What follows belongs to an exercise in optimizing a design on an open flow for small area, a short achievable clock period and few clock cycles per item; a production flow would make more cautious choices.
At most, simulation tests tie the RTL to the original design; equivalence was not proved.
The RTL of runs 1, 2 and 4 to 7 was laid out without a check of its function.
Power figures rest on the tool's default switching activity, not on a simulated workload.

==> flow/design.v <==
module sge_fsk_mod (
    input  wire       clk,
    input  wire       rst,
    input  wire       cfg_msb_first,    
    input  wire       cfg_invert_ss,    
    input  wire       in_valid,
    output wire       in_ready,
    input  wire [7:0] in_data,
    input  wire       in_last,
    output wire       out_valid,
    input  wire       out_ready,
    output wire [7:0] out_sample,
    output wire       out_last
);
    localparam [7:0]  SYNC_BYTE = 8'hAB;
    localparam [2:0] M_IDLE  = 3'd0;
    localparam [2:0] M_LEAD  = 3'd1;
    localparam [2:0] M_SYNC0 = 3'd2;
    localparam [2:0] M_SYNC1 = 3'd3;
    localparam [2:0] M_DATA  = 3'd4;
    localparam [2:0] M_TRAIL = 3'd5;
    reg  [2:0]  mode;       
    reg  [3:0]  bidx;       
    reg  [5:0]  samp;       
    reg         tone_q;     
    reg         nbit_q;     
    reg         last_q;     
    reg         ir_q;       
    reg         ov_q;
    reg  [7:0]  os_q;
    reg         ol_q;
    assign in_ready   = ir_q;
    assign out_valid  = ov_q;
    assign out_sample = os_q;
    assign out_last   = ol_q;
    wire bit_end   = (samp == 6'd39);
    wire frame_end = bit_end && (bidx == 4'd15);
    wire stall     = (mode == M_DATA) && (bidx == 4'd0) && (samp == 6'd0) && !in_valid;
    wire have      = (mode != M_IDLE) && !stall;
    wire load      = have && (!ov_q || out_ready);
    function [6:0] qsin;
        input [6:0] k;
        begin
            case (k)
            7'd0: qsin = 7'd0;
            7'd1: qsin = 7'd3;
            7'd2: qsin = 7'd6;
            7'd3: qsin = 7'd9;
            7'd4: qsin = 7'd12;
            7'd5: qsin = 7'd16;
            7'd6: qsin = 7'd19;
            7'd7: qsin = 7'd22;
            7'd8: qsin = 7'd25;
            7'd9: qsin = 7'd28;
            7'd10: qsin = 7'd31;
            7'd11: qsin = 7'd34;
            7'd12: qsin = 7'd37;
            7'd13: qsin = 7'd40;
            7'd14: qsin = 7'd43;
            7'd15: qsin = 7'd46;
            7'd16: qsin = 7'd49;
            7'd17: qsin = 7'd51;
            7'd18: qsin = 7'd54;
            7'd19: qsin = 7'd57;
            7'd20: qsin = 7'd60;
            7'd21: qsin = 7'd63;
            7'd22: qsin = 7'd65;
            7'd23: qsin = 7'd68;
            7'd24: qsin = 7'd71;
            7'd25: qsin = 7'd73;
            7'd26: qsin = 7'd76;
            7'd27: qsin = 7'd78;
            7'd28: qsin = 7'd81;
            7'd29: qsin = 7'd83;
            7'd30: qsin = 7'd85;
            7'd31: qsin = 7'd88;
            7'd32: qsin = 7'd90;
            7'd33: qsin = 7'd92;
            7'd34: qsin = 7'd94;
            7'd35: qsin = 7'd96;
            7'd36: qsin = 7'd98;
            7'd37: qsin = 7'd100;
            7'd38: qsin = 7'd102;
            7'd39: qsin = 7'd104;
            7'd40: qsin = 7'd106;
            7'd41: qsin = 7'd107;
            7'd42: qsin = 7'd109;
            7'd43: qsin = 7'd111;
            7'd44: qsin = 7'd112;
            7'd45: qsin = 7'd113;
            7'd46: qsin = 7'd115;
            7'd47: qsin = 7'd116;
            7'd48: qsin = 7'd117;
            7'd49: qsin = 7'd118;
            7'd50: qsin = 7'd120;
            7'd51: qsin = 7'd121;
            7'd52: qsin = 7'd122;
            7'd53: qsin = 7'd122;
            7'd54: qsin = 7'd123;
            7'd55: qsin = 7'd124;
            7'd56: qsin = 7'd125;
            7'd57: qsin = 7'd125;
            7'd58: qsin = 7'd126;
            7'd59: qsin = 7'd126;
            7'd60: qsin = 7'd126;
            7'd61: qsin = 7'd127;
            7'd62: qsin = 7'd127;
            7'd63: qsin = 7'd127;
            7'd64: qsin = 7'd127;
            default: qsin = 7'd0;
            endcase
        end
    endfunction
    reg  [3:1] ph1;    
    reg  [7:4] ph4;    
    reg         c4;
    reg  [11:8] ph8;    
    reg         c8;
    reg  [15:12] ph12;    
    reg         c12;
    reg  [19:16] ph16;    
    reg         c16;
    reg  [23:20] ph20;    
    reg         c20;
    reg  [31:24] ph24;    
    reg         c24;
    wire        tone_a6 = ahead6 ? nbit_q : tone_q;
    wire [3:0] sum1 = {1'b0, ph1} + (tone_a6 ? 4'd3 : 4'd6) + 1'b0;
    wire        tone_a5 = ahead5 ? nbit_q : tone_q;
    wire [4:0] sum4 = {1'b0, ph4} + (tone_a5 ? 5'd6 : 5'd11) + c4;
    wire        tone_a4 = ahead4 ? nbit_q : tone_q;
    wire [4:0] sum8 = {1'b0, ph8} + (tone_a4 ? 5'd6 : 5'd11) + c8;
    wire        tone_a3 = ahead3 ? nbit_q : tone_q;
    wire [4:0] sum12 = {1'b0, ph12} + (tone_a3 ? 5'd6 : 5'd11) + c12;
    wire        tone_a2 = ahead2 ? nbit_q : tone_q;
    wire [4:0] sum16 = {1'b0, ph16} + (tone_a2 ? 5'd6 : 5'd11) + c16;
    wire        tone_a1 = ahead1 ? nbit_q : tone_q;
    wire [4:0] sum20 = {1'b0, ph20} + (tone_a1 ? 5'd6 : 5'd11) + c20;
    wire [8:0] sum24 = {1'b0, ph24} + (tone_q ? 9'd6 : 9'd11) + c24;
    always @(posedge clk) begin
        if (rst) begin
            ph1 <= 3'd2;
            ph4 <= 4'd15;
            c4 <= 1'b1;
            ph8 <= 4'd9;
            c8 <= 1'b0;
            ph12 <= 4'd3;
            c12 <= 1'b0;
            ph16 <= 4'd12;
            c16 <= 1'b1;
            ph20 <= 4'd6;
            c20 <= 1'b0;
            ph24 <= 8'd0;
            c24 <= 1'b0;
        end else if (load) begin
            ph1 <= sum1[2:0];
            c4 <= sum1[3];
            ph4 <= sum4[3:0];
            c8 <= sum4[4];
            ph8 <= sum8[3:0];
            c12 <= sum8[4];
            ph12 <= sum12[3:0];
            c16 <= sum12[4];
            ph16 <= sum16[3:0];
            c20 <= sum16[4];
            ph20 <= sum20[3:0];
            c24 <= sum20[4];
            ph24 <= sum24[7:0];
        end
    end
    wire ahead1 = (samp >= 6'd39);
    wire ahead2 = (samp >= 6'd38);
    wire ahead3 = (samp >= 6'd37);
    wire ahead4 = (samp >= 6'd36);
    wire ahead5 = (samp >= 6'd35);
    wire ahead6 = (samp >= 6'd34);
    function [7:0] sine;
        input [7:0] i;
        reg [6:0] k;
        reg [6:0] m;
        begin
            k = i[6] ? (7'd0 - i[6:0]) : i[6:0];
            m = qsin(k);
            sine = i[7] ? (8'd0 - {1'b0, m}) : {1'b0, m};
        end
    endfunction
    reg  [2:0] n_mode;
    reg  [3:0] n_bidx;
    always @(*) begin
        n_mode = mode;
        n_bidx = bidx + 4'd1;
        if (bidx == 4'd15) begin
            case (mode)
                M_LEAD:  n_mode = M_SYNC0;
                M_SYNC0: n_mode = M_SYNC1;
                M_SYNC1: n_mode = M_DATA;
                M_DATA:  n_mode = last_q ? M_TRAIL : M_DATA;
                default: n_mode = M_LEAD;     
            endcase
            if (n_mode == M_LEAD || n_mode == M_TRAIL)
                n_bidx = 4'd14;
        end
    end
    wire       n_tonepart = (n_mode == M_LEAD) || (n_mode == M_TRAIL);
    wire [2:0] d_idx = cfg_msb_first ? {n_bidx[2], ~n_bidx[1:0]} : {~n_bidx[2], n_bidx[1:0]};
    wire [2:0] s_idx = {n_bidx[2], ~n_bidx[1:0]};
    reg n_bit;
    always @(*) begin
        if (n_tonepart)
            n_bit = 1'b1;
        else if (n_bidx < 4'd4)
            n_bit = cfg_invert_ss;
        else if (n_bidx < 4'd12)
            n_bit = (n_mode == M_DATA) ? in_data[d_idx] : SYNC_BYTE[s_idx];
        else
            n_bit = !cfg_invert_ss;
    end
    always @(posedge clk) begin
        if (rst) begin
            mode <= M_IDLE;
            ir_q <= 1'b0;
            ov_q <= 1'b0;
        end else begin
            if (ir_q && in_valid)
                ir_q <= 1'b0;
            if (mode == M_IDLE && in_valid)
                mode <= M_LEAD;
            if (!ov_q || out_ready)
                ov_q <= have;
            if (load) begin
                if (frame_end)
                    mode <= (mode == M_TRAIL) ? (in_valid ? M_LEAD : M_IDLE) : n_mode;
                if ((mode == M_DATA) && (bidx == 4'd11) && bit_end)
                    ir_q <= 1'b1;
            end
        end
    end
    always @(posedge clk) begin
        nbit_q <= n_bit;
        if (ir_q && in_valid)
            last_q <= in_last;
        if (mode == M_IDLE) begin
            bidx   <= 4'd14;
            samp   <= 6'd0;
            tone_q <= 1'b1;
        end
        if (load) begin
            os_q <= sine(ph24);
            ol_q <= (mode == M_TRAIL) && frame_end;
            if (bit_end) begin
                samp   <= 6'd0;
                bidx   <= n_bidx;
                tone_q <= nbit_q;
            end else begin
                samp <= samp + 6'd1;
            end
        end
    end
endmodule
==> flow/run.sh <==
#!/bin/bash
# synth_recipe.tcl (not shown) runs the flow's synth.tcl, then flattens the netlist and writes it again
# the make line also repeats each setting of config.mk as NAME=value (left out here)
make -C /OpenROAD-flow-scripts/flow DESIGN_CONFIG=/design/flow/config.mk WORK_HOME=/design/flow/orfs CLKGATE_MAP_FILE= SYNTH_SCRIPT=/design/flow/synth_recipe.tcl finish
==> flow/config.mk <==
export PLATFORM = sky130hd
export DESIGN_NAME = sge_fsk_mod
export DESIGN_NICKNAME = sge_fsk_mod
export VERILOG_FILES = /design/flow/design.v
export SDC_FILE = /design/flow/constraint.sdc
export NUM_CORES = 4
export LEC_CHECK = 0
export ABC_AREA = 1
export CAP_MARGIN = 20
export CORE_MARGIN = 2
export CORE_UTILIZATION = 40
export SETUP_SLACK_MARGIN = 5
export SLEW_MARGIN = 20
==> flow/constraint.sdc <==
create_clock -name core_clock -period 8.5 [get_ports {clk}]
set_input_delay 1.7000 -clock core_clock [delete_from_list [all_inputs] [get_ports {clk}]]
set_output_delay 1.7000 -clock core_clock [all_outputs]
set_load 0.01 [all_outputs]
==> results of run 1 <==
## kinds of logic (layout without fill, tap and decap cells)
group / Yosys count / count (layout) / share of synthesized area (%)
AOI/OAI and AO/OA: 129 / 129 / 15.5
DFF: 64 / 64 / 31.0
buffers and inverters: 115 / 142 / 9.94
adders and majority gates: 41 / 41 / 12.0
xor gates and xnor gates: 16 / 16 / 3.02
and+or+nand+nor: 296 / 296 / 28.5
## cell usage in the layout, fill, tap and decap left out, types with 7 or more instances in the layout
cell / count
o21ai_0: 48
clkdlybuf4s50_1: 25
inv_1: 90
nand2_1: 155
edfxtp_1: 16
nor3_1: 7
ha_1: 35
a21oi_1: 52
clkbuf_16: 10
nand3_1: 71
xor2_1: 13
nor2_1: 34
dfxtp_1: 47
o21a_1: 7
nand2_2: 10
## area by class of cell
type / instances / share of cell area, %
Clock buffer: 10 / 4.28
Inverter: 97 / 6.81
Timing Repair Buffer: 29 / 5.94
Multi-Input combinational cell: 482 / 51.7
Sequential cell: 64 / 27.0
Tap cell: 143 / 3.35
Clock inverter: 6 / 0.959
## worst paths after layout
kind / slack, ns / cells past startpoint / startpoint / to
worst max-delay path: 5.18 / 9 / in_valid / samp[2]
worst min-delay path: 0.47 / 2 / ph1[1] / ph1[1]
worst max register to register: 5.38 / 20 / ph24[24] / os_q[6]
worst min register to register: 0.47 / 2 / ph1[1] / ph1[1]
## registers in the layout (all words and copies together) (netlist names), 3 cells and up
| register | count |
|---|---|
| ph16 | 4 |
| mode | 3 |
| ph4 | 4 |
| os_q | 8 |
| ph1 | 3 |
| ph20 | 4 |
| ph24 | 8 |
| bidx | 4 |
| samp | 6 |
| ph8 | 4 |
| ph12 | 4 |
## per-layer routing
layer	up-vias	global-route usage [%]
met5	-	0
li1	2227	-
met4	0	4.53
met1	1978	21.7
met2	87	30.5
met3	14	3.32
## worst reg2reg max path: cells and delay by family (launching register included)
kind / cells / cell delay (ns)
simple gates: 10 / 0.94
flops: 1 / 0.45
buf+inv: 5 / 0.50
fa+ha+maj: 3 / 0.74
compound gates: 2 / 0.27
## report_power, final
group	switching [mW]	total, mW	internal, mW	leakage (nW)
sequential	0.0199	0.361	0.341	0.559
combinational	0.157	0.259	0.103	1.80
clock	0.129	0.352	0.223	0.139
total	0.306	0.972	0.666	2.50
## through the flow
stage / instance area, sq um / power [mW] / cells / hold WS, ns
detailed placement: 5000 / 0.619 / 814 / 0.463
floorplan: 4650 / 0.556 / 661 / 0.440
CTS: 5290 / 0.973 / 830 / 0.471
finish: 5350 / 0.972 / 831 / 0.468
global placement: 5000 / 0.609 / 814 / 0.453
global route: 5350 / 1.03 / 831 / 0.489
## timing repair
action                     in CTS  in global routing
cloned                          0                  1
gates resized for setup         1                 12
setup endpoints to repair       7                 22
pin swaps                       0                  0
==> notes.md, run 1 <==
status=complete, no violations; Yosys cell types=45; critical-path cell list=clkdlybuf4s50_1, nor3_1, nand3_1, nand3_4, buf_12, clkinv_1, buf_8, nand2_1, nor3b_1; antenna violations before repair=0; Synth warnings=1; CTS tree=done; total track usage=17.3%; Seq/Total Area, Yosys=31.0%; top cells by area, synth=dfxtp_1 21%, nand2_1 13%, edfxtp_1 10%, ha_1 9.4%, nand3_1 7.8%; routability congestion estimate=0.875; Clock Pin Slew Worst Setup and Hold Paths=0.05 ns; Layout Nets=739; die span in x=112 um; core area=11,400 sq um; Post-synth top flop=dfxtp_1; Worst EP arrival=3.40 ns; vias in the first global route=4,074; Syn Std Cell Area=4650 sq um; Critical-path top delay cell=clkdlybuf4s50_1; CTS root buf=clkbuf_16; area share of the largest cell type after synthesis=20.7%; Final Critical Period=3.32 ns; routed len/inst=12.8 um; share of cells above drive strength 1=6.83%; die height=112 um; Yosys top cell by area=dfxtp_1; Buf/Inv on CP=4; multi-input logic area=2760 sq um; diode count=0; postcts setup bufs=0; die footprint=12,500 sq um; htree depth=3; Commonest cells post-synth=155 x nand2_1, 92 x inv_1, 72 x nand3_1; Async SR Flop Fraction=0%; dpl hpwl=7630 um; critical path fanouts, max=43; CP Data Required Time=8.58 ns; DR iter-0 viols=206; Max Clk Rate=301 MHz; DRC viols=0; Worst-Skew Late Latency=0.33 ns; Area Overhead vs Synth=15.1%; final cycle utilization of the critical path=39.1%; worst slack, placed=4.59 ns; total grt overflow=0; most frequently used cell type in the post-synthesis netlist=nand2_1; clk buf depth=2; Worst Skew=0.00470 ns; CP top delay family=buffers and inverters; Avg Inst Size Synth=7.03 sq um; fillers=1,153; worst stage delay on the critical path=0.48 ns; Port Buf Inserts=25; Relative slew margins=59.0%; Pre-antenna DRT Iters=5; num ports=26; area occupied by registers=1440 sq um; Fin. Hold Viols=0; Met2 Routed Length=5310 um; drt total wl=10,600 um; max-slew violations=0; actual slew at the worst max-slew pin=0.610 ns; Initial Util=40.9%; crit end category=flip-flop; RSZ-0062 raised after global routing=no; met1 WL=4790 um; syn nets=717; Post-synth EDFFs=16; CP Class=input pin to flip-flop; crit path launch type=input pin; clock sinks=64; TritonCTS buffer count=9; setup ws final=5.18 ns; #FFs+latches synth=64; DR top layer=met4; Vias/cell=5.18; final core occ=47.0%; met3 WL=410 um; worst min path class=flip-flop to flip-flop; Synth Instances=661; largest net degree at the start of global routing=44; leakage power total=2.50 nW; global-route wire length before repair=18,300 um; Final setup viols=0; pwr dens=182 nW/um^2; # rows=39; Detail Route Antenna Nets=0; Peak VDD IR=0.0000851 V; Max-Cap Viols=0; CTS Hold Bufs=0; vias after detailed routing=4,306; Final TNS setup=0 ns
==> inputs of run 2 (changes only) <==
--- a/flow/config.mk
+++ b/flow/config.mk
@@ -5,7 +5,7 @@
 export SDC_FILE = /design/flow/constraint.sdc
 export NUM_CORES = 4
 export LEC_CHECK = 0
-export ABC_AREA = 1
+export ABC_CLOCK_PERIOD_IN_PS = 3000
 export CAP_MARGIN = 20
 export CORE_MARGIN = 2
 export CORE_UTILIZATION = 40
==> notes.md, run 2 <==
status=complete, no violations; largest net degree at the start of global routing=43; Synth Instances=630; max-slew violations=0; Yosys cell types=79; Seq pwr share=36.9%; Worst EP arrival=3.49 ns; antenna violations before repair=0; htree depth=3; worst slack, placed=3.35 ns; Final Non-Filler Cells=830; Fin. Hold Viols=0; Pint=0.676 mW; RSZ-0062 raised after global routing=yes; core area=12,800 sq um; CP Data Required Time=8.57 ns; DRC viols=0; actual slew at the worst max-slew pin=1.02 ns; Final TNS setup=0 ns; Final setup viols=0; critical path fanouts, max=10; post-synthesis simple-gate area fraction=21.1%; most frequent cells in the layout=58 x nor2_1, 46 x nand2_1, 44 x dfxtp_1; Switch Pwr=0.305 mW; Post-synth top flop=dfxtp_1; Peak VDD IR=0.0000940 V; hold depth=2; # rows=41; Clock Pin Slew Worst Setup and Hold Paths=0.05 ns; routed len/inst=14.9 um; diode count=0; share of cells above drive strength 1=16.9%; Relative slew margins=31.4%; most frequently used cell type in the post-synthesis netlist=nor2_1; Detail Route Antenna Nets=0; Port Buf Inserts=25; total grt overflow=0; Synth warnings=1; setup ws final=5.09 ns; fillers=1,229; XOR/XNOR Fraction of Synth Area=6.35%; CTS tree=done; adder-cell share of the synthesized area=10.8%; top cells by area, synth=dfxtp_1 18%, edfxtp_1 9.1%, ha_1 8.3%, nor2_1 4.1%, xnor2_1 3.7%; worst min path class=flip-flop to flip-flop; reg-to-reg critical path endpoint=os_q[6]; largest family of logic cells by synthesized area=compound AO/OA/AOI/OAI gates; die span in x=119 um; vias after detailed routing=4,581; total track usage=18.1%; Max-Cap Viols=0; dpl hpwl=8240 um; R2R Path Start=ph24[24]; syn nets=686; switch share=31.1%; Vias/cell=5.52; Worst Skew=0.00359 ns; Commonest cells post-synth=58 x nor2_1, 48 x dfxtp_1, 47 x nand2_1; worst reg2reg setup slack=5.09 ns; r2r worst-path depth=16; Yosys top cell by area=dfxtp_1; Worst-Skew Late Latency=0.33 ns; Post-synth EDFFs=16; routability congestion estimate=0.886; Initial Util=41.3%; Async SR Flop Fraction=0%; Placed Cells=790; Area Overhead vs Synth=18.8%; vias in the first global route=4,288; leakage power total=2.43 nW; Pre-antenna DRT Iters=5; Seq/Total Area, Yosys=27.3%; Gate power share=28.8%; Clk pwr share=34.3%; crit path launch type=flip-flop; TritonCTS buffer count=9; Avg Inst Size Synth=8.38 sq um; Final Critical Period=3.41 ns; complex-gate fraction of the synthesized area=22.9%; pwr dens=156 nW/um^2; crit end category=flip-flop; die height=119 um; final cycle utilization of the critical path=40.2%; global-route wire length before repair=21,000 um; num ports=26; DR iter-0 viols=323; area share of the largest cell type after synthesis=18.2%; clk buf depth=2; Syn Std Cell Area=5280 sq um; leading cell type in the layout, fill and taps excluded=nor2_1; Setup crit end=os_q[6]; Max Clk Rate=293 MHz; clock sinks=64; biggest regs=os_q (8), ph24 (8), samp (6); crit path from=ph24[24]; #FFs+latches synth=64; drt total wl=12,300 um; CTS root buf=clkbuf_16; mux share of post-synthesis cell area=3.84%; CP Class=flip-flop to flip-flop; Layout Nets=709; die footprint=14,100 sq um; CTS Hold Bufs=0
## run 2: critical path, stage by stage (launching register included)
cell and delay [ns]:
dfxtp_2 0.34, buf_12 0.12, clkinvlp_4 0.12, ha_4 0.29
nand2_2 0.09, o21ai_4 0.12, ha_4 0.23, mux2i_2 0.16
o32ai_2 0.11, a21oi_1 0.15, o32ai_1 0.12, o311a_1 0.41
or2_2 0.34, ha_1 0.22, nand3_1 0.10, o31ai_2 0.08
xor2_1 0.15
## run 2: how the worst min path moves through the flow
stage,from,to,slack [ns]
after global routing,ph16[19],ph16[19],0.48
after CTS,ph20[23],ph20[23],0.46
after floorplan,ph12[12],ph12[12],0.44
after global placement,ph4[4],ph4[4],0.44
final,ph12[15],ph12[15],0.46
after detailed placement,ph20[23],ph20[23],0.45
## run 2: logic make-up (layout without fill, tap and decap cells)
kind of cell | count (synthesis) | in the layout
AOI/OAI and AO/OA | 165 | 165
xor gates and xnor gates | 34 | 34
adders and majority gates | 42 | 42
buffers and inverters | 87 | 115
DFF | 64 | 64
muxes | 17 | 17
and+or+nand+nor | 221 | 221
## run 2: cell type report
cell class	count	area (sq um)	area share [%]
tap	172	215	3.43
multi-input combinational	479	3610	57.6
sequential	64	1450	23.1
clock buffer	10	239	3.81
timing repair buffer	53	532	8.48
inverter	46	185	2.95
clock inverter	6	35.0	0.559
## run 2: per-layer routing
layer / track usage, % / routed length, um
met5: 0 / 0
met4: 5.28 / 184
met3: 3.74 / 509
met2: 28.6 / 5800
met1: 24.9 / 5850
## run 2: timing repair
item	4_1_cts	5_1_grt
gates cloned	2	0
setup buffers	11	11
gates resized for setup	37	14
endpoints found under the setup margin	75	52
pin swaps	6	6
## run 2: metrics by stage
| stage | hold slack (ns) | area (sq um) | utilization [%] | total power [mW] |
|---|---|---|---|---|
| final | 0.460 | 6270 | 49.1 | 0.980 |
| after floorplan | 0.435 | 5280 | - | 0.561 |
| after CTS | 0.459 | 6110 | 47.8 | 0.979 |
| after global routing | 0.481 | 6270 | 49.1 | 1.04 |
| after global placement | 0.442 | 5540 | 43.4 | 0.606 |
| after detailed placement | 0.452 | 5540 | 43.4 | 0.614 |
## run 2: power groups by stage
stage / combinational (mW) / clock (mW) / sequential [mW]
after floorplan: 0.199 / 0 / 0.362
after global placement: 0.239 / 0 / 0.367
after detailed placement: 0.246 / 0 / 0.368
after CTS: 0.271 / 0.346 / 0.362
after global routing: 0.315 / 0.359 / 0.365
final: 0.282 / 0.337 / 0.361
==> inputs of run 3 (changes only) <==
--- a/flow/design.v
+++ b/flow/design.v
@@ -26,6 +26,7 @@
     reg         nbit_q;     
     reg         last_q;     
     reg         ir_q;       
+    reg         iv_q;       
     reg         ov_q;
     reg  [7:0]  os_q;
     reg         ol_q;
@@ -35,7 +36,7 @@
     assign out_last   = ol_q;
     wire bit_end   = (samp == 6'd39);
     wire frame_end = bit_end && (bidx == 4'd15);
-    wire stall     = (mode == M_DATA) && (bidx == 4'd0) && (samp == 6'd0) && !in_valid;
+    wire stall     = (mode == M_DATA) && (bidx == 4'd0) && (samp == 6'd0) && !iv_q;
     wire have      = (mode != M_IDLE) && !stall;
     wire load      = have && (!ov_q || out_ready);
     function [6:0] qsin;
@@ -220,7 +221,9 @@
             mode <= M_IDLE;
             ir_q <= 1'b0;
             ov_q <= 1'b0;
+            iv_q <= 1'b0;
         end else begin
+            iv_q <= in_valid && !ir_q;
             if (ir_q && in_valid)
                 ir_q <= 1'b0;
             if (mode == M_IDLE && in_valid)
==> flow/flow/run.sh (new file) <==
#!/bin/bash
# The standard layout (the standard.sh), with the port buffers made of
# buf_2 cells instead of the default choice.
set -euo pipefail
export BUFFER_PORTS_ARGS="-buffer_cell sky130_fd_sc_hd__buf_2"
bash standard.sh finish > flow.log 2>&1
==> flow/standard.sh (new file) <==
#!/bin/bash
# synth_recipe.tcl (not shown) runs the flow's synth.tcl, then flattens the netlist and writes it again
# the make line also repeats each setting of config.mk as NAME=value (left out here)
make -C /OpenROAD-flow-scripts/flow DESIGN_CONFIG=/design/flow/config.mk WORK_HOME=/design/flow/orfs CLKGATE_MAP_FILE= SYNTH_SCRIPT=/design/flow/synth_recipe.tcl "${@:-finish}"
--- a/flow/config.mk
+++ b/flow/config.mk
@@ -5,7 +5,7 @@
 export SDC_FILE = /design/flow/constraint.sdc
 export NUM_CORES = 4
 export LEC_CHECK = 0
-export ABC_CLOCK_PERIOD_IN_PS = 3000
+export ABC_AREA = 1
 export CAP_MARGIN = 20
 export CORE_MARGIN = 2
 export CORE_UTILIZATION = 40
removed: flow/run.sh
==> notes.md, run 3 <==
drt total wl=10,400 um; largest net degree at the start of global routing=45; Layout Nets=742; Post-synth EDFFs=16; # rows=39; Vias/cell=5.16; share of cells above drive strength 1=11.1%; die span in x=112 um; Fin. Hold Viols=0; setup ws final=5.36 ns; Relative slew margins=61.7%; Hold WS=0.472 ns; DP Area=4880 sq um; crit path from=ph24[24]; Synth warnings=1; total track usage=17.2%; status=complete, no violations; worst slack, placed=5.04 ns; Max Clk Rate=319 MHz; leakage power total=2.51 nW; Yosys top cell by area=dfxtp_1; final core occ=45.6%; Worst Skew=0.00447 ns; max-slew violations=0; Detail Route Antenna Nets=0; Worst-Skew Late Latency=0.34 ns; most frequent cells in the layout=155 x nand2_1, 88 x inv_1, 68 x nand3_1; CP Class=flip-flop to flip-flop; Initial Util=41.0%; antenna violations before repair=0; clock sinks=65; Finished Cell Area=5190 sq um; syn nets=717; Placed Cells=813; Final TNS setup=0 ns; Port Buf Inserts=25; Max-Cap Viols=0; dpl hpwl=7480 um; CTS Hold Bufs=0; Seq/Total Area, Yosys=31.4%; Final Non-Filler Cells=834; top cells by area, synth=dfxtp_1 21%, nand2_1 12%, edfxtp_1 10%, ha_1 9.4%, nand3_1 7.3%; worst reg2reg setup slack=5.36 ns; Syn Std Cell Area=4660 sq um; leading cell type in the layout, fill and taps excluded=nand2_1; pwr dens=187 nW/um^2; R2R Path Start=ph24[24]; crit end category=flip-flop; Post-synth top flop=dfxtp_1; clk buf depth=2; routability congestion estimate=0.868; crit path launch type=flip-flop; Pre-antenna DRT Iters=5; Area Overhead vs Synth=11.3%; Final setup viols=0; Synth Instances=661; Worst EP arrival=3.23 ns; biggest regs=os_q (8), ph24 (8), samp (6); routed len/inst=12.5 um; diode count=0; Async SR Flop Fraction=0%; CP Data Required Time=8.60 ns; worst min path class=flip-flop to flip-flop; Clock Pin Slew Worst Setup and Hold Paths=0.05 ns; Hold Crit Start=ph4[5]; CTS tree=done; critical path fanouts, max=9; vias in the first global route=4,128; die height=112 um; #FFs+latches synth=65; die footprint=12,500 sq um; htree depth=3; actual slew at the worst max-slew pin=0.573 ns; total grt overflow=0; final cycle utilization of the critical path=36.9%; Peak VDD IR=0.000111 V; CTS root buf=clkbuf_16; Final Critical Period=3.14 ns; DR iter-0 viols=261; DRC viols=0; RSZ-0062 raised after global routing=no; fillers=1,189; Yosys cell types=44; area share of the largest cell type after synthesis=21.1%; most frequently used cell type in the post-synthesis netlist=nand2_1; multi-input logic area=2750 sq um; area occupied by registers=1460 sq um; Pwr Total=0.969 mW; global-route wire length before repair=17,900 um; Commonest cells post-synth=155 x nand2_1, 88 x inv_1, 68 x nand3_1; num ports=26; vias after detailed routing=4,300; Avg Inst Size Synth=7.05 sq um; TritonCTS buffer count=9; core area=11,400 sq um
run 3: changes by cell type after synthesis, sizes merged, moves of 9 or more:
cell / change
buf: -17
nand3: +56
mux2i: -9
a21oi: +26
nor2: -21
inv: +49
nor2b: -24
nor3: -21
a211oi: -10
a211o: -17
nand2b: -9
xnor2: -23
o21ai: +16
nand2: +118
run 3: per-layer routing:
metal | share of wire, % | track usage [%] | routed length, um
met1 | 46 | 21.0 | 4750
met2 | 49 | 29.2 | 5040
met3 | 3.7 | 4.79 | 381
met4 | 2.0 | 5.68 | 206
met5 | 0 | 0 | 0
run 3: cell type report:
cell class | count | area share, %
clock buffer | 10 | 4.41
inverter | 95 | 6.92
clock inverter | 6 | 0.507
sequential | 65 | 28.2
timing repair buffer | 32 | 3.43
tap | 143 | 3.45
multi-input combinational | 483 | 53.1
run 3: critical path: stages (launching register included):
cell	delay, ns
dfxtp_2	0.44
inv_2	0.14
ha_1	0.35
o21ai_4	0.19
inv_1	0.11
ha_1	0.30
inv_1	0.12
nand2_1	0.09
nand2_1	0.06
nand2_1	0.04
nand2_1	0.06
nand2_1	0.04
nand3_1	0.07
nand3_1	0.09
nand2_1	0.07
inv_1	0.06
ha_1	0.21
nand2_1	0.07
inv_1	0.03
nand2_1	0.07
nand2_1	0.09
nand2_1	0.07
nand2_1	0.04
nand2_1	0.06
inv_1	0.03
run 3: logic make-up (layout without fill, tap and decap cells):
logic type	count (synthesis)	after routing	share of synthesized area [%]
simple gates	295	295	28.4
compound gates	130	130	15.3
buf+inv	113	143	9.70
flops	65	65	31.4
fa+ha+maj	41	41	12.0
xor+xnor	16	16	3.01
mux	1	1	0.242
run 3: worst paths after layout:
kind                                end  cells after the start
worst min register to register   ph4[5]                      2
worst min-delay path             ph4[5]                      2
worst max register to register  os_q[6]                     24
worst max-delay path            os_q[6]                     24
run 3: what timing repair did:
action,CTS,global route
gates resized for setup,0,2
setup buffers,0,5
setup endpoints to repair,0,5
run 3: where the power goes:
part	switching (mW)	internal [mW]	total [mW]
logic	0.170	0.105	0.274
clock network	0.131	0.192	0.324
registers	0.0219	0.349	0.371
Testbench counts of run 3, summed over its fixed seeds: cycles 107,536, samples 107,520.
==> inputs of run 4 (changes only) <==
--- a/flow/design.v
+++ b/flow/design.v
@@ -125,33 +125,34 @@
     reg         c20;
     reg  [31:24] ph24;    
     reg         c24;
+    wire        tone_a7 = ahead7 ? nbit_q : tone_q;
+    wire [3:0] sum1 = {1'b0, ph1} + (tone_a7 ? 4'd3 : 4'd6) + 1'b0;
     wire        tone_a6 = ahead6 ? nbit_q : tone_q;
-    wire [3:0] sum1 = {1'b0, ph1} + (tone_a6 ? 4'd3 : 4'd6) + 1'b0;
+    wire [4:0] sum4 = {1'b0, ph4} + (tone_a6 ? 5'd6 : 5'd11) + c4;
     wire        tone_a5 = ahead5 ? nbit_q : tone_q;
-    wire [4:0] sum4 = {1'b0, ph4} + (tone_a5 ? 5'd6 : 5'd11) + c4;
+    wire [4:0] sum8 = {1'b0, ph8} + (tone_a5 ? 5'd6 : 5'd11) + c8;
     wire        tone_a4 = ahead4 ? nbit_q : tone_q;
-    wire [4:0] sum8 = {1'b0, ph8} + (tone_a4 ? 5'd6 : 5'd11) + c8;
+    wire [4:0] sum12 = {1'b0, ph12} + (tone_a4 ? 5'd6 : 5'd11) + c12;
     wire        tone_a3 = ahead3 ? nbit_q : tone_q;
-    wire [4:0] sum12 = {1'b0, ph12} + (tone_a3 ? 5'd6 : 5'd11) + c12;
+    wire [4:0] sum16 = {1'b0, ph16} + (tone_a3 ? 5'd6 : 5'd11) + c16;
     wire        tone_a2 = ahead2 ? nbit_q : tone_q;
-    wire [4:0] sum16 = {1'b0, ph16} + (tone_a2 ? 5'd6 : 5'd11) + c16;
+    wire [4:0] sum20 = {1'b0, ph20} + (tone_a2 ? 5'd6 : 5'd11) + c20;
     wire        tone_a1 = ahead1 ? nbit_q : tone_q;
-    wire [4:0] sum20 = {1'b0, ph20} + (tone_a1 ? 5'd6 : 5'd11) + c20;
-    wire [8:0] sum24 = {1'b0, ph24} + (tone_q ? 9'd6 : 9'd11) + c24;
+    wire [8:0] sum24 = {1'b0, ph24} + (tone_a1 ? 9'd6 : 9'd11) + c24;
     always @(posedge clk) begin
         if (rst) begin
-            ph1 <= 3'd2;
-            ph4 <= 4'd15;
-            c4 <= 1'b1;
-            ph8 <= 4'd9;
-            c8 <= 1'b0;
-            ph12 <= 4'd3;
+            ph1 <= 3'd5;
+            ph4 <= 4'd6;
+            c4 <= 1'b0;
+            ph8 <= 4'd15;
+            c8 <= 1'b1;
+            ph12 <= 4'd9;
             c12 <= 1'b0;
-            ph16 <= 4'd12;
-            c16 <= 1'b1;
-            ph20 <= 4'd6;
-            c20 <= 1'b0;
-            ph24 <= 8'd0;
+            ph16 <= 4'd3;
+            c16 <= 1'b0;
+            ph20 <= 4'd12;
+            c20 <= 1'b1;
+            ph24 <= 8'd6;
             c24 <= 1'b0;
         end else if (load) begin
             ph1 <= sum1[2:0];
@@ -175,16 +176,21 @@
     wire ahead4 = (samp >= 6'd36);
     wire ahead5 = (samp >= 6'd35);
     wire ahead6 = (samp >= 6'd34);
-    function [7:0] sine;
-        input [7:0] i;
-        reg [6:0] k;
-        reg [6:0] m;
-        begin
-            k = i[6] ? (7'd0 - i[6:0]) : i[6:0];
-            m = qsin(k);
-            sine = i[7] ? (8'd0 - {1'b0, m}) : {1'b0, m};
-        end
-    endfunction
+    wire ahead7 = (samp >= 6'd33);
+    reg        sg_q;
+    reg  [6:0] k_q;
+    wire [6:0] k_n = ph24[30] ? (7'd0 - ph24[30:24]) : ph24[30:24];
+    wire [6:0] m_q = qsin(k_q);
+    wire [7:0] sine_q = sg_q ? (8'd0 - {1'b0, m_q}) : {1'b0, m_q};
+    always @(posedge clk) begin
+        if (rst) begin
+            sg_q <= 1'b0;
+            k_q  <= 7'd0;
+        end else if (load) begin
+            sg_q <= ph24[31];
+            k_q  <= k_n;
+        end
+    end
     reg  [2:0] n_mode;
     reg  [3:0] n_bidx;
     always @(*) begin
@@ -248,7 +254,7 @@
             tone_q <= 1'b1;
         end
         if (load) begin
-            os_q <= sine(ph24);
+            os_q <= sine_q;
             ol_q <= (mode == M_TRAIL) && frame_end;
             if (bit_end) begin
                 samp   <= 6'd0;
==> flow/run.sh (new file) <==
#!/bin/bash
# synth_recipe.tcl (not shown) runs the flow's synth.tcl, then flattens the netlist and writes it again
# the make line also repeats each setting of config.mk as NAME=value (left out here)
make -C /OpenROAD-flow-scripts/flow DESIGN_CONFIG=/design/flow/config.mk WORK_HOME=/design/flow/orfs CLKGATE_MAP_FILE= SYNTH_SCRIPT=/design/flow/synth_recipe.tcl finish
removed: flow/flow/run.sh
removed: flow/standard.sh
==> notes.md, run 4 <==
max-slew violations=0; crit-path most repeated cell=nand2_1; DR iter-0 viols=337; largest net degree at the start of global routing=50; biggest regs=os_q (8), ph24 (8); met1 WL=5900 um; #FFs+latches synth=80; top cells by area, synth=dfxtp_1 24%, nand2_1 12%, edfxtp_1 9.1%, ha_1 9.0%, inv_1 6.9%; Max Clk Rate=294 MHz; clk buf depth=2; Final Critical Period=3.40 ns; Placed Cells=904; CTS root buf=clkbuf_16; TritonCTS buffer count=9; most frequently used cell type in the post-synthesis netlist=nand2_1; routability congestion estimate=0.964; Synth warnings=1; Syn Std Cell Area=5280 sq um; Post-synth top flop=dfxtp_1; Avg Inst Size Synth=7.24 sq um; actual slew at the worst max-slew pin=0.532 ns; reg-to-reg critical path endpoint=ph24[30]; share of cells above drive strength 1=12.8%; crit end category=flip-flop; die height=119 um; Synth Instances=729; Met2 Routed Length=5630 um; syn nets=788; met3 WL=476 um; crit path from=out_ready; drt total wl=12,200 um; critical path fanouts, max=7; Post-synth EDFFs=16; crit path launch type=input pin; total grt overflow=0; pwr dens=196 nW/um^2; routed len/inst=12.9 um; total track usage=17.3%; Pre-antenna DRT Iters=5; worst stage delay on the critical path=0.47 ns; antenna violations before repair=0; R2R Path Start=samp[1]; Peak VDD IR=0.0000999 V; Critical-path top delay cell=clkdlybuf4s50_1; CP top delay family=simple AND/OR/NAND/NOR gates; most frequent cells in the layout=157 x nand2_1, 90 x inv_1, 64 x dfxtp_1; Vias/cell=4.95; CTS tree=done; Worst EP arrival=3.62 ns; Async SR Flop Fraction=0%; Pwr Total=1.21 mW; global-route wire length before repair=20,200 um; final cycle utilization of the critical path=40.0%; area occupied by registers=1760 sq um; DR top layer=met4; Detail Route Antenna Nets=0; Relative slew margins=64.5%; worst slack, placed=3.58 ns; die footprint=14,100 sq um; Seq/Total Area, Yosys=33.4%; Clock Pin Slew Worst Setup and Hold Paths=0.06 ns; Final TNS setup=0 ns; fillers=1,301; Max-Cap Viols=0; Fin. Hold Viols=0; Buf/Inv on CP=5; vias after detailed routing=4,655; leading cell type in the layout, fill and taps excluded=nand2_1; clock sinks=80; final core occ=48.7%; Layout Nets=822; critical-path cell list=clkdlybuf4s50_1, inv_2, nand2_4, nand3_4, nand2_2, nand2_2, nand2_4, inv_2, ha_2, inv_2, nand3_1, nand3_1, nand2_1, inv_2, nand2_1, nand2_1, nand2_1, nand2_1, nand2_1; core area=12,700 sq um; leakage power total=2.86 nW; CP Class=input pin to flip-flop; die span in x=119 um; total stage count of the critical path=19; DP Area=5610 sq um; Commonest cells post-synth=163 x nand2_1, 97 x inv_1, 64 x dfxtp_1, 64 x nand3_1, 57 x a21oi_1; worst reg2reg setup slack=5.69 ns; CP Data Required Time=8.72 ns; Yosys top cell by area=dfxtp_1; Final setup viols=0; htree depth=3; CTS Hold Bufs=0; vias in the first global route=4,353; Area Overhead vs Synth=17.4%; Final Non-Filler Cells=940; worst min path class=flip-flop to flip-flop; Worst-Skew Late Latency=0.33 ns; Port Buf Inserts=25; Yosys cell types=40; Setup crit end=m_q[2]; Finished Cell Area=6190 sq um; Worst Skew=0.00637 ns; Hold WS=0.474 ns; status=complete, no violations; dpl hpwl=8420 um; diode count=0; DRC viols=0; multi-input logic area=3070 sq um; Initial Util=41.5%; num ports=26; RSZ-0062 raised after global routing=yes; area share of the largest cell type after synthesis=24.3%; # rows=41; r2r worst-path depth=18; setup ws final=5.10 ns
run 4: cell types whose count changed after synthesis, sizes merged, moves of 3 or more:
cell | before | now
nand2 | 166 | 174
dfxtp | 49 | 64
ha | 35 | 38
o211ai | 1 | 4
xnor2 | 3 | 6
nor3 | 9 | 13
nor2 | 38 | 44
o21ai | 49 | 55
inv | 94 | 109
nand4 | 2 | 9
buf | 8 | 15
nand3b | 1 | 4
run 4: cell type report:
cell class | count | share of cell area [%]
tap | 172 | 3.48
multi-input combinational | 519 | 49.5
clock inverter | 2 | 0.566
timing repair buffer | 44 | 6.51
inverter | 109 | 6.87
clock buffer | 14 | 4.59
sequential | 80 | 28.5
run 4: worst register-to-register path, cell delays in order (launching register included):
cell,delay [ns]
edfxtp_1,0.50
ha_1,0.27
nand2_1,0.09
inv_1,0.07
nand3_1,0.14
nand2_1,0.09
nand2_1,0.07
o21a_1,0.21
fa_1,0.23
inv_1,0.05
ha_1,0.17
inv_1,0.06
nand2_1,0.06
nand2_1,0.06
a21oi_1,0.07
nor3_1,0.24
nand2_1,0.10
o21ai_0,0.16
a21oi_1,0.05
run 4: power by group:
part / total [mW] / switching [mW] / internal (mW)
registers: 0.468 / 0.0317 / 0.436
clock network: 0.407 / 0.147 / 0.259
logic: 0.337 / 0.201 / 0.136
total: 1.21 / 0.380 / 0.832
run 4: repair_timing:
action                                 CTS  global route
pin swaps                                2             8
setup buffers                           10             8
endpoints found under the hold margin    0             0
setup endpoints to repair               59             9
gates cloned                             2             0
resized for setup                       13            25
run 4: worst min-delay path by stage:
stage / startpoint / to / slack, ns / cells past startpoint
detailed placement: ph4[5] / ph4[5] / 0.46 / 2
finish: ph4[5] / ph4[5] / 0.47 / 2
global placement: ph4[5] / ph4[5] / 0.45 / 2
floorplan: m_q[0] / os_q[0] / 0.43 / 0
global route: m_q[0] / os_q[0] / 0.49 / 0
CTS: ph12[14] / ph12[14] / 0.48 / 2
run 4: per-layer routing:
metal / vias up / global-route usage (%)
li1: 2452 / -
met1: 2100 / 22.9
met2: 91 / 29.0
met3: 12 / 3.02
met4: 0 / 5.06
met5: - / 0
run 4: cells by family (layout without fill, tap and decap cells):
kind of cell    Yosys count  in the layout  synth area share, %
buf+inv                 132            169                 10.3
xor+xnor                 18             18                 2.99
compound gates          135            135                 13.9
flops                    80             80                 33.4
simple gates            320            322                 28.2
fa+ha+maj                44             44                 11.3
==> inputs of run 5 (changes only) <==
==> flow/flow/run.sh (new file) <==
#!/bin/bash
# The standard layout (the standard.sh), with synthesis leaving full and
# half adders as plain gates for abc instead of mapping them to adder cells.
set -euo pipefail
export ADDER_MAP_FILE=
bash standard.sh finish > flow.log 2>&1
==> flow/standard.sh (new file) <==
#!/bin/bash
# synth_recipe.tcl (not shown) runs the flow's synth.tcl, then flattens the netlist and writes it again
# the make line also repeats each setting of config.mk as NAME=value (left out here)
make -C /OpenROAD-flow-scripts/flow DESIGN_CONFIG=/design/flow/config.mk WORK_HOME=/design/flow/orfs CLKGATE_MAP_FILE= SYNTH_SCRIPT=/design/flow/synth_recipe.tcl "${@:-finish}"
removed: flow/run.sh
==> notes.md, run 5 <==
Layout Nets=825; Post-synth EDFFs=16; Seq/Total Area, Yosys=34.6%; # rows=41; R2R Path Start=samp[5]; Pre-antenna DRT Iters=7; crit end category=flip-flop; Setup crit end=m_q[1]; die footprint=13,600 sq um; r2r worst-path depth=17; core area=12,500 sq um; drt total wl=12,200 um; critical path fanouts, max=9; Worst-Skew Late Latency=0.35 ns; die span in x=117 um; vias after detailed routing=4,983; total stage count of the critical path=16; global-route wire length before repair=20,600 um; Commonest cells post-synth=239 x nand2_1, 112 x inv_1, 67 x nand3_1; worst min path class=flip-flop to flip-flop; htree depth=3; most frequent cells in the layout=237 x nand2_1, 111 x inv_1, 66 x nand3_1; Final setup viols=0; Relative slew margins=66.3%; Avg Inst Size Synth=6.49 sq um; largest net degree at the start of global routing=34; Initial Util=40.6%; total track usage=19.1%; Finished Cell Area=5910 sq um; final cycle utilization of the critical path=39.7%; Clock Pin Slew Worst Setup and Hold Paths=0.06 ns; share of cells above drive strength 1=10.1%; Port Buf Inserts=25; CTS tree=done; DP Area=5450 sq um; most frequently used cell type in the post-synthesis netlist=nand2_1; die height=117 um; Synth warnings=1; Worst Skew=0.00364 ns; Critical-path top delay cell=clkdlybuf4s50_1; leakage power total=2.89 nW; reg-to-reg critical path endpoint=m_q[2]; actual slew at the worst max-slew pin=0.506 ns; max-slew violations=0; top cells by area, synth=dfxtp_1 25%, nand2_1 18%, edfxtp_1 9.4%, inv_1 8.3%, nand3_1 6.6%; Fin. Hold Viols=0; crit path from=out_ready; Area Overhead vs Synth=16.1%; Post-synth top flop=dfxtp_1; RSZ-0062 raised after global routing=no; worst stage delay on the critical path=0.45 ns; Final Critical Period=3.37 ns; CP Data Required Time=8.74 ns; diode count=0; Yosys top cell by area=dfxtp_1; CP Class=input pin to flip-flop; num ports=26; CTS root buf=clkbuf_16; Max Clk Rate=296 MHz; crit path launch type=input pin; biggest regs=os_q (8), ph24 (8); DR iter-0 viols=335; clock sinks=80; Final TNS setup=0 ns; clk buf depth=2; DRC viols=0; Async SR Flop Fraction=0%; vias in the first global route=4,597; status=complete, no violations; #FFs+latches synth=80; critical-path cell list=clkdlybuf4s50_1, inv_1, nand2_4, nand3_4, buf_4, buf_4, nand2_4, nand3_4, nand2_2, nand3_1, nand2_1, nand2_1, nand2_1, nand3_1, nand2_1, nand2_1; Worst EP arrival=3.61 ns; Vias/cell=5.05; leading cell type in the layout, fill and taps excluded=nand2_1; Syn Std Cell Area=5090 sq um; antenna violations before repair=0; pwr dens=192 nW/um^2; Yosys cell types=46; worst reg2reg setup slack=5.98 ns; TritonCTS buffer count=9; routability congestion estimate=0.837; routed len/inst=12.3 um; total grt overflow=0; dpl hpwl=8410 um; crit-path most repeated cell=nand2_1; CP top delay family=simple AND/OR/NAND/NOR gates; area share of the largest cell type after synthesis=25.2%; Buf/Inv on CP=4; Synth Instances=784; Detail Route Antenna Nets=0; Peak VDD IR=0.0000834 V; Max-Cap Viols=0; syn nets=799
run 5: cell count changes after synthesis, sizes merged, moves of 6 or more:
cell / delta
nand2: +77
ha: -38
nor2: +21
a21oi: -14
inv: +10
fa: -6
nor3: -6
o21a: -6
run 5: cell families (layout without fill, tap and decap cells):
kind of cell              after synthesis  after routing  share of synthesized area (%)
AOI/OAI and AO/OA                     127            127                           14.0
DFF                                    80             80                           34.6
xor gates and xnor gates               12             12                           2.07
muxes                                   3              3                          0.664
and+or+nand+nor                       422            423                           37.4
buffers and inverters                 140            170                           11.2
run 5: cell type report:
type	count	area, sq um
clock inverter	2	35.0
fill	1289	6610
timing repair buffer	34	354
sequential	80	1760
inverter	120	450
tap	172	215
clock buffer	14	285
multi-input combinational	565	2800
run 5: worst min-delay path by stage:
stage	from	to	slack, ns	cells after the start
floorplan	ph16[17]	ph16[17]	0.43	2
global placement	ph16[17]	ph16[17]	0.45	2
detailed placement	ph16[17]	ph16[17]	0.44	2
CTS	ph16[17]	ph16[17]	0.46	2
global route	ph20[21]	ph20[21]	0.49	2
finish	ph16[17]	ph16[17]	0.45	2
run 5: stage by stage:
step / power [mW] / setup slack, ns / std cells / util [%] / hold slack, ns
2_1_floorplan: 0.653 / 5.33 / 784 / - / 0.428
3_3_place_gp: 0.707 / 3.88 / 963 / 43.5 / 0.450
3_5_place_dp: 0.713 / 3.78 / 963 / 43.5 / 0.442
4_1_cts: 1.14 / 5.00 / 986 / 47.1 / 0.457
5_1_grt: 1.20 / 4.99 / 987 / 47.2 / 0.493
6_report: 1.13 / 5.13 / 987 / 47.2 / 0.451
run 5: worst register-to-register path, delay by kind of cell (launching register included):
family                 cells  cell delay [ns]
and+or+nand+nor           14             1.54
DFF                        1             0.55
buffers and inverters      3             0.32
run 5: routing by layer:
layer | wire, um | part of all wire (%) | GRT usage, %
met1 | 5910 | 49 | 25.3
met2 | 5480 | 45 | 31.0
met3 | 517 | 4.3 | 2.73
met4 | 247 | 2.0 | 8.47
met5 | 0 | 0 | 0
run 5: repair_timing:
item	4_1_cts	5_1_grt
endpoints found under the setup margin	61	7
cloned	2	0
pin swaps	1	1
buffers inserted	5	1
resized for setup	14	5
hold buffers	0	0
run 5: where the power goes:
part / internal, mW / switching (mW)
Sequential: 0.430 / 0.0276
Combinational: 0.0987 / 0.164
Clock: 0.261 / 0.152
==> inputs of run 6 (changes only) <==
--- a/flow/design.v
+++ b/flow/design.v
@@ -112,85 +112,52 @@
             endcase
         end
     endfunction
-    reg  [3:1] ph1;    
-    reg  [7:4] ph4;    
-    reg         c4;
-    reg  [11:8] ph8;    
+    reg  [7:1] ph1;    
+    reg  [15:8] ph8;    
     reg         c8;
-    reg  [15:12] ph12;    
-    reg         c12;
-    reg  [19:16] ph16;    
+    reg  [23:16] ph16;    
     reg         c16;
-    reg  [23:20] ph20;    
-    reg         c20;
     reg  [31:24] ph24;    
     reg         c24;
-    wire        tone_a7 = ahead7 ? nbit_q : tone_q;
-    wire [3:0] sum1 = {1'b0, ph1} + (tone_a7 ? 4'd3 : 4'd6) + 1'b0;
-    wire        tone_a6 = ahead6 ? nbit_q : tone_q;
-    wire [4:0] sum4 = {1'b0, ph4} + (tone_a6 ? 5'd6 : 5'd11) + c4;
-    wire        tone_a5 = ahead5 ? nbit_q : tone_q;
-    wire [4:0] sum8 = {1'b0, ph8} + (tone_a5 ? 5'd6 : 5'd11) + c8;
-    wire        tone_a4 = ahead4 ? nbit_q : tone_q;
-    wire [4:0] sum12 = {1'b0, ph12} + (tone_a4 ? 5'd6 : 5'd11) + c12;
     wire        tone_a3 = ahead3 ? nbit_q : tone_q;
-    wire [4:0] sum16 = {1'b0, ph16} + (tone_a3 ? 5'd6 : 5'd11) + c16;
+    wire [7:0] sum1 = {1'b0, ph1} + (tone_a3 ? 8'd51 : 8'd94) + 1'b0;
     wire        tone_a2 = ahead2 ? nbit_q : tone_q;
-    wire [4:0] sum20 = {1'b0, ph20} + (tone_a2 ? 5'd6 : 5'd11) + c20;
+    wire [8:0] sum8 = {1'b0, ph8} + (tone_a2 ? 9'd102 : 9'd187) + c8;
     wire        tone_a1 = ahead1 ? nbit_q : tone_q;
-    wire [8:0] sum24 = {1'b0, ph24} + (tone_a1 ? 9'd6 : 9'd11) + c24;
+    wire [8:0] sum16 = {1'b0, ph16} + (tone_a1 ? 9'd102 : 9'd187) + c16;
+    wire [8:0] sum24 = {1'b0, ph24} + (tone_q ? 9'd6 : 9'd11) + c24;
     always @(posedge clk) begin
         if (rst) begin
-            ph1 <= 3'd5;
-            ph4 <= 4'd6;
-            c4 <= 1'b0;
-            ph8 <= 4'd15;
+            ph1 <= 7'd25;
+            ph8 <= 8'd204;
             c8 <= 1'b1;
-            ph12 <= 4'd9;
-            c12 <= 1'b0;
-            ph16 <= 4'd3;
+            ph16 <= 8'd102;
             c16 <= 1'b0;
-            ph20 <= 4'd12;
-            c20 <= 1'b1;
-            ph24 <= 8'd6;
+            ph24 <= 8'd0;
             c24 <= 1'b0;
         end else if (load) begin
-            ph1 <= sum1[2:0];
-            c4 <= sum1[3];
-            ph4 <= sum4[3:0];
-            c8 <= sum4[4];
-            ph8 <= sum8[3:0];
-            c12 <= sum8[4];
-            ph12 <= sum12[3:0];
-            c16 <= sum12[4];
-            ph16 <= sum16[3:0];
-            c20 <= sum16[4];
-            ph20 <= sum20[3:0];
-            c24 <= sum20[4];
+            ph1 <= sum1[6:0];
+            c8 <= sum1[7];
+            ph8 <= sum8[7:0];
+            c16 <= sum8[8];
+            ph16 <= sum16[7:0];
+            c24 <= sum16[8];
             ph24 <= sum24[7:0];
         end
     end
     wire ahead1 = (samp >= 6'd39);
     wire ahead2 = (samp >= 6'd38);
     wire ahead3 = (samp >= 6'd37);
-    wire ahead4 = (samp >= 6'd36);
-    wire ahead5 = (samp >= 6'd35);
-    wire ahead6 = (samp >= 6'd34);
-    wire ahead7 = (samp >= 6'd33);
-    reg        sg_q;
-    reg  [6:0] k_q;
-    wire [6:0] k_n = ph24[30] ? (7'd0 - ph24[30:24]) : ph24[30:24];
-    wire [6:0] m_q = qsin(k_q);
-    wire [7:0] sine_q = sg_q ? (8'd0 - {1'b0, m_q}) : {1'b0, m_q};
-    always @(posedge clk) begin
-        if (rst) begin
-            sg_q <= 1'b0;
-            k_q  <= 7'd0;
-        end else if (load) begin
-            sg_q <= ph24[31];
-            k_q  <= k_n;
-        end
-    end
+    function [7:0] sine;
+        input [7:0] i;
+        reg [6:0] k;
+        reg [6:0] m;
+        begin
+            k = i[6] ? (7'd0 - i[6:0]) : i[6:0];
+            m = qsin(k);
+            sine = i[7] ? (8'd0 - {1'b0, m}) : {1'b0, m};
+        end
+    endfunction
     reg  [2:0] n_mode;
     reg  [3:0] n_bidx;
     always @(*) begin
@@ -254,7 +221,7 @@
             tone_q <= 1'b1;
         end
         if (load) begin
-            os_q <= sine_q;
+            os_q <= sine(ph24);
             ol_q <= (mode == M_TRAIL) && frame_end;
             if (bit_end) begin
                 samp   <= 6'd0;
==> flow/flow/run.sh (replaced) <==
#!/bin/bash
# The standard layout (the standard.sh) with two changes:
# - after the standard synthesis, the combinational logic is mapped again by
#   abc with a stronger area script (flow/reopt.sh); every register keeps its
#   cell, name and connections;
# - the port buffers are buf_2 cells instead of the default choice.
# Synthesis leaves full and half adders as plain gates (no adder cells).
set -euo pipefail
export ADDER_MAP_FILE=
export BUFFER_PORTS_ARGS="-buffer_cell sky130_fd_sc_hd__buf_2"
R=orfs/results/$FLOW_PLATFORM/sge_fsk_mod/base
bash standard.sh synth > synth.log 2>&1
cp $R/1_2_yosys.v std_synth.v
bash flow/reopt.sh std_synth.v $R/1_2_yosys.v reopt $PWD/flow/abc_deep.script > reopt_summary.log 2>&1
rm -f $R/1_synth.odb
bash standard.sh finish > flow.log 2>&1
==> flow/flow/abc_deep.script (new file) <==
strash
&get -n
&deepsyn -T 30
&put
dch -f
map -a
==> flow/flow/cells2v.py (new file) <==
#!/usr/bin/env python3
"""Rewrite a netlist of sky130 cells: every combinational cell becomes an
assign of its liberty function; sequential cells stay as instances.
usage: cells2v.py LIBERTY IN.v OUT.v"""
import os, re, sys
lib, src_path, dst_path = sys.argv[1:4]
funcs, seq = {}, set()
cur = pin = None
for line in open(lib):
    m = re.match(r'\s*cell\s*\(\s*"?(\w+)"?\s*\)', line)
    if m:
        cur = m.group(1); funcs[cur] = {}; continue
    if cur and re.match(r'\s*(ff|latch|ff_bank|latch_bank)\s*\(', line):
        seq.add(cur)
    m = re.match(r'\s*pin\s*\(\s*"?(\w+)"?\s*\)', line)
    if m:
        pin = m.group(1); continue
    m = re.match(r'\s*function\s*:\s*"(.*)"', line)
    if m and cur:
        funcs[cur][pin] = m.group(1)
src = open(src_path).read()
inst_re = re.compile(r'\n(\s*)(sky130_fd_sc_hd__\w+)\s+(\S+)\s*\((.*?)\);', re.S)
assigns = []
def repl(m):
    cell, conns = m.group(2), m.group(4)
    if cell in seq or (os.environ.get("KEEP_ADDERS") and re.search(r"__(fa|ha)_", cell)):
        return m.group(0)
    pins = dict((a, b.strip()) for a, b in re.findall(r'\.(\w+)\(([^()]*)\)', conns))
    for op, f in funcs[cell].items():
        if op not in pins or not pins[op]:
            continue
        e = f.replace('!', '~').replace("'", '')
        e = re.sub(r'\b([A-Z]\w*)\b', lambda mm: '(' + pins[mm.group(1)] + ' )' if mm.group(1) in pins else mm.group(1), e)
        e = re.sub(r'(?<![\w\\$])1(?![\w\]])', "1'b1", e) if e.strip() in ('1',) else e
        if e.strip() == '0': e = "1'b0"
        if e.strip() == '1': e = "1'b1"
        assigns.append(f"  assign {pins[op]} = {e};")
    return ''
res = inst_re.sub(repl, src)
res = res.replace('endmodule', '\n'.join(assigns) + '\nendmodule')
open(dst_path, 'w').write(res)
==> flow/flow/reopt.sh (new file) <==
#!/bin/bash
# usage: reopt.sh IN_NETLIST OUT_NETLIST WORKDIR ABC_SCRIPT
# re-optimises the combinational logic of a synthesized netlist with abc;
# sequential cells and their names are kept
set -euo pipefail
IN=$1; OUT=$2; W=$3; SCR=$4
HERE=$(cd "$(dirname "$0")" && pwd)
LIB=${LIB:-$FLOW_HOME/platforms/sky130hd/lib/sky130_fd_sc_hd__tt_025C_1v80.lib}
mkdir -p $W
python3 $HERE/cells2v.py $LIB $IN $W/comb0.v
if [ -n "${LATE_PORTS:-}" ]; then python3 $HERE/lmux.py $W/comb0.v $W/comb.v $LATE_PORTS; else cp $W/comb0.v $W/comb.v; fi
DU=""
for c in sky130_fd_sc_hd__probe_p_8 sky130_fd_sc_hd__probec_p_8 'sky130_fd_sc_hd__lpflow_*'; do DU="$DU -dont_use $c"; done
cat > $W/reopt.ys <<EOY
read_liberty -lib $LIB
read_verilog $W/comb.v
hierarchy -top sge_fsk_mod
proc; opt_clean
techmap; opt -fast
abc -liberty $LIB $DU -script $SCR
opt_clean -purge
hilomap -singleton -hicell sky130_fd_sc_hd__conb_1 HI -locell sky130_fd_sc_hd__conb_1 LO
splitnets
opt_clean -purge
stat -liberty $LIB
write_verilog -noattr -noexpr -nohex -nodec $OUT
EOY
yosys -s $W/reopt.ys > $W/reopt.log 2>&1
grep "Chip area" $W/reopt.log
--- a/flow/config.mk
+++ b/flow/config.mk
@@ -9,5 +9,6 @@
 export CAP_MARGIN = 20
 export CORE_MARGIN = 2
 export CORE_UTILIZATION = 40
-export SETUP_SLACK_MARGIN = 5
+export CTS_CLUSTER_SIZE = 40
+export SETUP_SLACK_MARGIN = 1
 export SLEW_MARGIN = 20
==> notes.md, run 6 <==
Syn Std Cell Area=3620 sq um; Clock Pin Slew Worst Setup and Hold Paths=0.07 ns; Hold EP=ph8[9]; r2r worst-path depth=21; vias in the first global route=3,253; crit-path most repeated cell=clkinv_1; Layout Nets=576; largest net degree at the start of global routing=40; num ports=26; Vias/cell=5.29; Pwr Total=0.763 mW; hold depth=2; Hold Crit Start=ph8[9]; routability congestion estimate=0.882; Detail Route Antenna Nets=0; Final TNS setup=0 ns; Final Critical Period=4.20 ns; htree depth=3; PostCTS Resize Cnt=0; Buf/Inv on CP=5; CP Data Required Time=8.76 ns; critical path fanouts, max=39; Pre-antenna DRT Iters=5; CTS Hold Bufs=0; DRC viols=0; final core occ=46.8%; Fin. Hold Viols=0; Final Non-Filler Cells=674; RSZ-0062 raised after global routing=no; DP Area=3900 sq um; Placed Cells=658; R2R Path Start=samp[3]; critical-path cell list=buf_2, clkinv_1, a21oi_2, buf_4, clkinv_1, nor2_1, clkinv_1, nor2_1, a211oi_1, a211oi_1; dpl hpwl=5790 um; CTS root buf=clkbuf_8; Port Buf Inserts=25; core area=8760 sq um; leading cell type in the layout, fill and taps excluded=nand2_1; final cycle utilization of the critical path=49.4%; antenna violations before repair=0; crit path launch type=input pin; total grt overflow=0; Worst-Skew Late Latency=0.34 ns; DR iter-0 viols=122; total track usage=17.4%; global-route wire length before repair=14,100 um; Finished Cell Area=4100 sq um; Relative slew margins=39.4%; Area Overhead vs Synth=13.3%; Max Clk Rate=238 MHz; vias after detailed routing=3,564; syn nets=538; share of cells above drive strength 1=8.48%; Synth warnings=1; most frequent cells in the layout=89 x nand2_1, 82 x nor2_1, 76 x clkinv_1; CP Class=input pin to flip-flop; Synth Instances=523; worst stage delay on the critical path=0.73 ns; Initial Util=41.3%; Peak VDD IR=0.000119 V; clk buf depth=2; worst min path class=flip-flop to flip-flop; Critical-path top delay cell=clkinv_1; max-slew violations=0; leakage power total=1.59 nW; CP top delay family=buffers and inverters; # rows=34; Avg Inst Size Synth=6.92 sq um; routed len/inst=11.9 um; die span in x=99.1 um; CTS tree=done; status=complete, no violations; crit end category=flip-flop; postcts setup bufs=0; clock sinks=62; actual slew at the worst max-slew pin=0.899 ns; TritonCTS buffer count=9; die height=99.1 um; Final setup viols=0; reg-to-reg critical path endpoint=ph16[23]; worst reg2reg setup slack=4.60 ns; Worst Skew=0.0104 ns; Max-Cap Viols=0; diode count=0; Worst EP arrival=4.46 ns; die footprint=9830 sq um; pwr dens=186 nW/um^2; drt total wl=7990 um
[run 6: where the power goes]
group          leakage [nW]  internal, mW  switching, mW
logic                 0.946        0.0514         0.0916
clock network         0.103         0.162          0.113
registers             0.541         0.329         0.0168
[run 6: layout make-up]
cell class | instances | area, sq um
tap | 108 | 135
multi-input combinational | 388 | 1950
inverter | 73 | 274
fill | 894 | 4660
timing repair buffer | 27 | 140
clock inverter | 6 | 76.3
clock buffer | 10 | 128
sequential | 62 | 1400
[run 6: worst max-delay path by stage]
stage | startpoint | end | slack [ns] | cells after the start
floorplan | out_ready | ph24[30] | 2.90 | 13
global placement | out_ready | mode[0] | 4.00 | 10
detailed placement | out_ready | mode[1] | 3.94 | 10
CTS | samp[3] | ph16[23] | 4.17 | 21
global route | out_ready | ph24[31] | 3.86 | 15
finish | out_ready | mode[0] | 4.30 | 10
[run 6: worst min-delay path, delay by kind of cell, from the launching register on]
kind / cells / cell delay (ns)
buf+inv: 1 / 0.05
flops: 1 / 0.31
compound gates: 1 / 0.05
[run 6: routing by layer]
layer / track usage [%] / vias up / wire, um
met5: 0 / - / 0
met4: 4.74 / 0 / 58
met3: 4.64 / 7 / 337
met2: 29.3 / 68 / 3740
met1: 21.9 / 1611 / 3860
li1: - / 1878 / -
[run 6: through the flow]
| step | setup WS (ns) | hold slack [ns] |
|---|---|---|
| after floorplan | 2.90 | 0.430 |
| after global placement | 4.00 | 0.440 |
| after detailed placement | 3.94 | 0.444 |
| after CTS | 4.17 | 0.456 |
| after global routing | 3.86 | 0.479 |
| final | 4.30 | 0.452 |
==> inputs of run 7 (changes only) <==
--- a/flow/config.mk
+++ b/flow/config.mk
@@ -9,6 +9,5 @@
 export CAP_MARGIN = 20
 export CORE_MARGIN = 2
 export CORE_UTILIZATION = 40
-export CTS_CLUSTER_SIZE = 40
-export SETUP_SLACK_MARGIN = 1
+export SETUP_SLACK_MARGIN = 5
 export SLEW_MARGIN = 20
==> notes.md, run 7 <==
CTS root buf=clkbuf_8; Max-Cap Viols=0; Port Buf Inserts=25; Hold Crit Start=ph8[9]; Clock Pin Slew Worst Setup and Hold Paths=0.07 ns; Worst-Skew Late Latency=0.33 ns; Max Clk Rate=303 MHz; Synth Instances=523; die span in x=99.1 um; CTS Hold Bufs=0; setup ws final=5.20 ns; R2R Path Start=ph24[24]; worst slack, placed=4.47 ns; Avg Inst Size Synth=6.92 sq um; Area Overhead vs Synth=21.3%; status=complete, no violations; Final Critical Period=3.30 ns; die height=99.1 um; Synth warnings=1; total track usage=18.2%; diode count=0; global-route wire length before repair=14,800 um; drt total wl=8680 um; worst min path class=flip-flop to flip-flop; vias in the first global route=3,311; clk buf depth=2; critical-path cell list=buf_2, clkinv_8, a21oi_4, buf_12, inv_8, nor4_2, clkinv_1, nand4_1, nand2_1, nand2_1, clkinv_2, nand2_2, clkinv_2, o21ai_1, nor2_1; Vias/cell=5.25; antenna violations before repair=0; final cycle utilization of the critical path=38.8%; leading cell type in the layout, fill and taps excluded=nand2_1; Initial Util=41.3%; Worst EP arrival=3.52 ns; die footprint=9830 sq um; clock sinks=62; Layout Nets=593; crit path from=out_ready; critical path fanouts, max=39; num ports=26; TritonCTS buffer count=9; Final setup viols=0; pwr dens=172 nW/um^2; CTS tree=done; # rows=34; most frequent cells in the layout=86 x nand2_1, 70 x nor2_1, 57 x clkinv_1; max-slew violations=0; Syn Std Cell Area=3620 sq um; DR iter-0 viols=116; share of cells above drive strength 1=19.2%; syn nets=538; Buf/Inv on CP=7; Relative slew margins=45.5%; Critical-path top delay cell=nor4_2; crit path launch type=input pin; DRC viols=0; Pre-antenna DRT Iters=4; core area=8760 sq um; Hold WS=0.459 ns; crit end category=flip-flop; routed len/inst=12.6 um; dpl hpwl=6070 um; Fin. Hold Viols=0; Final TNS setup=0 ns; Detail Route Antenna Nets=0; largest net degree at the start of global routing=40; htree depth=3; CP top delay family=buffers and inverters; actual slew at the worst max-slew pin=0.809 ns; Worst Skew=0.00809 ns; vias after detailed routing=3,629; worst stage delay on the critical path=0.27 ns; CP Class=input pin to flip-flop; met3 WL=385 um; met1 WL=3990 um; CP Data Required Time=8.72 ns; routability congestion estimate=0.887; total grt overflow=0; leakage power total=1.73 nW; RSZ-0062 raised after global routing=yes; DR top layer=met4; Met2 Routed Length=4120 um; Peak VDD IR=0.0000793 V
[run 7: layer usage]
| layer | GRT usage [%] | vias to the layer above |
|---|---|---|
| met5 | 0 | - |
| met3 | 3.79 | 20 |
| met2 | 29.5 | 80 |
| li1 | - | 1914 |
| met1 | 23.8 | 1615 |
| met4 | 7.06 | 0 |
[run 7: repair_timing]
item | in CTS | in global routing
pin swaps | 0 | 10
resized for setup | 11 | 38
setup buffers | 0 | 17
gates cloned | 0 | 0
endpoints found under the setup margin | 12 | 15
[run 7: layout make-up]
type	instances	area, sq um
tap	108	135
timing repair buffer	44	280
inverter	73	304
fill	862	4370
clock buffer	13	170
multi-input combinational	388	2070
clock inverter	3	16.3
sequential	62	1410
[run 7: tightest hold or removal path, cell delays in order (launching register included)]
cell	delay (ns)
dfxtp_1	0.32
clkinv_1	0.05
a21oi_1	0.05
[run 7: stage by stage]
stage / util (%) / instance area, sq um / power [mW] / instances
2_1_floorplan: - / 3660 / 0.459 / 523
3_3_place_gp: 44.9 / 3940 / 0.493 / 658
3_5_place_dp: 44.9 / 3940 / 0.497 / 658
4_1_cts: 47.5 / 4160 / 0.747 / 674
5_1_grt: 50.1 / 4390 / 0.800 / 691
6_report: 50.1 / 4390 / 0.754 / 691
[run 7: path summary, 6_finish.rpt]
| kind | endpoint | slack, ns | cells after the start |
|---|---|---|---|
| hold reg to reg | ph8[9] | 0.46 | 2 |
| hold / removal | ph8[9] | 0.46 | 2 |
| setup reg to reg | os_q[6] | 5.29 | 25 |
| setup / recovery | ph24[30] | 5.20 | 15 |
[run 7: power breakdown]
group	total (mW)	internal [mW]	switching [mW]
clock network	0.246	0.131	0.115
logic	0.161	0.0616	0.0993
registers	0.347	0.329	0.0186

==> static timing again, ports no longer ideal <==
Ports are ideal in the flow. The routed layouts listed here were re-timed in OpenROAD.
Step 1 sets driving cells, clkbuf_16 on the clock port and buf_2 on the other inputs (assumed; they add their load-dependent delay and slew).
Step 2, shift: input delay + t, output delay - t, t = (earliest + latest rising clock arrival at the registers) / 2. This alone moves slack from input paths to output paths.
a / b / c = no drivers / after step 1 / after step 2; a / b = the first two.
| run | t, ns | setup slack, ns |
|---|---|---|
| run 1 | 0.364 | 5.176 / 5.190 / 4.826 |
| run 2 | 0.367 | 5.086 / 5.086 / 4.772 |
| run 3 | 0.368 | 5.364 / 5.364 / 5.134 |
| run 4 | 0.370 | 5.099 / 5.117 / 4.747 |
| run 5 | 0.385 | 5.127 / 5.143 / 4.758 |
| run 6 | 0.369 | 4.301 / 4.309 / 3.940 |
| run 7 | 0.357 | 5.202 / 5.208 / 4.851 |
After both steps every run listed still meets setup and hold.
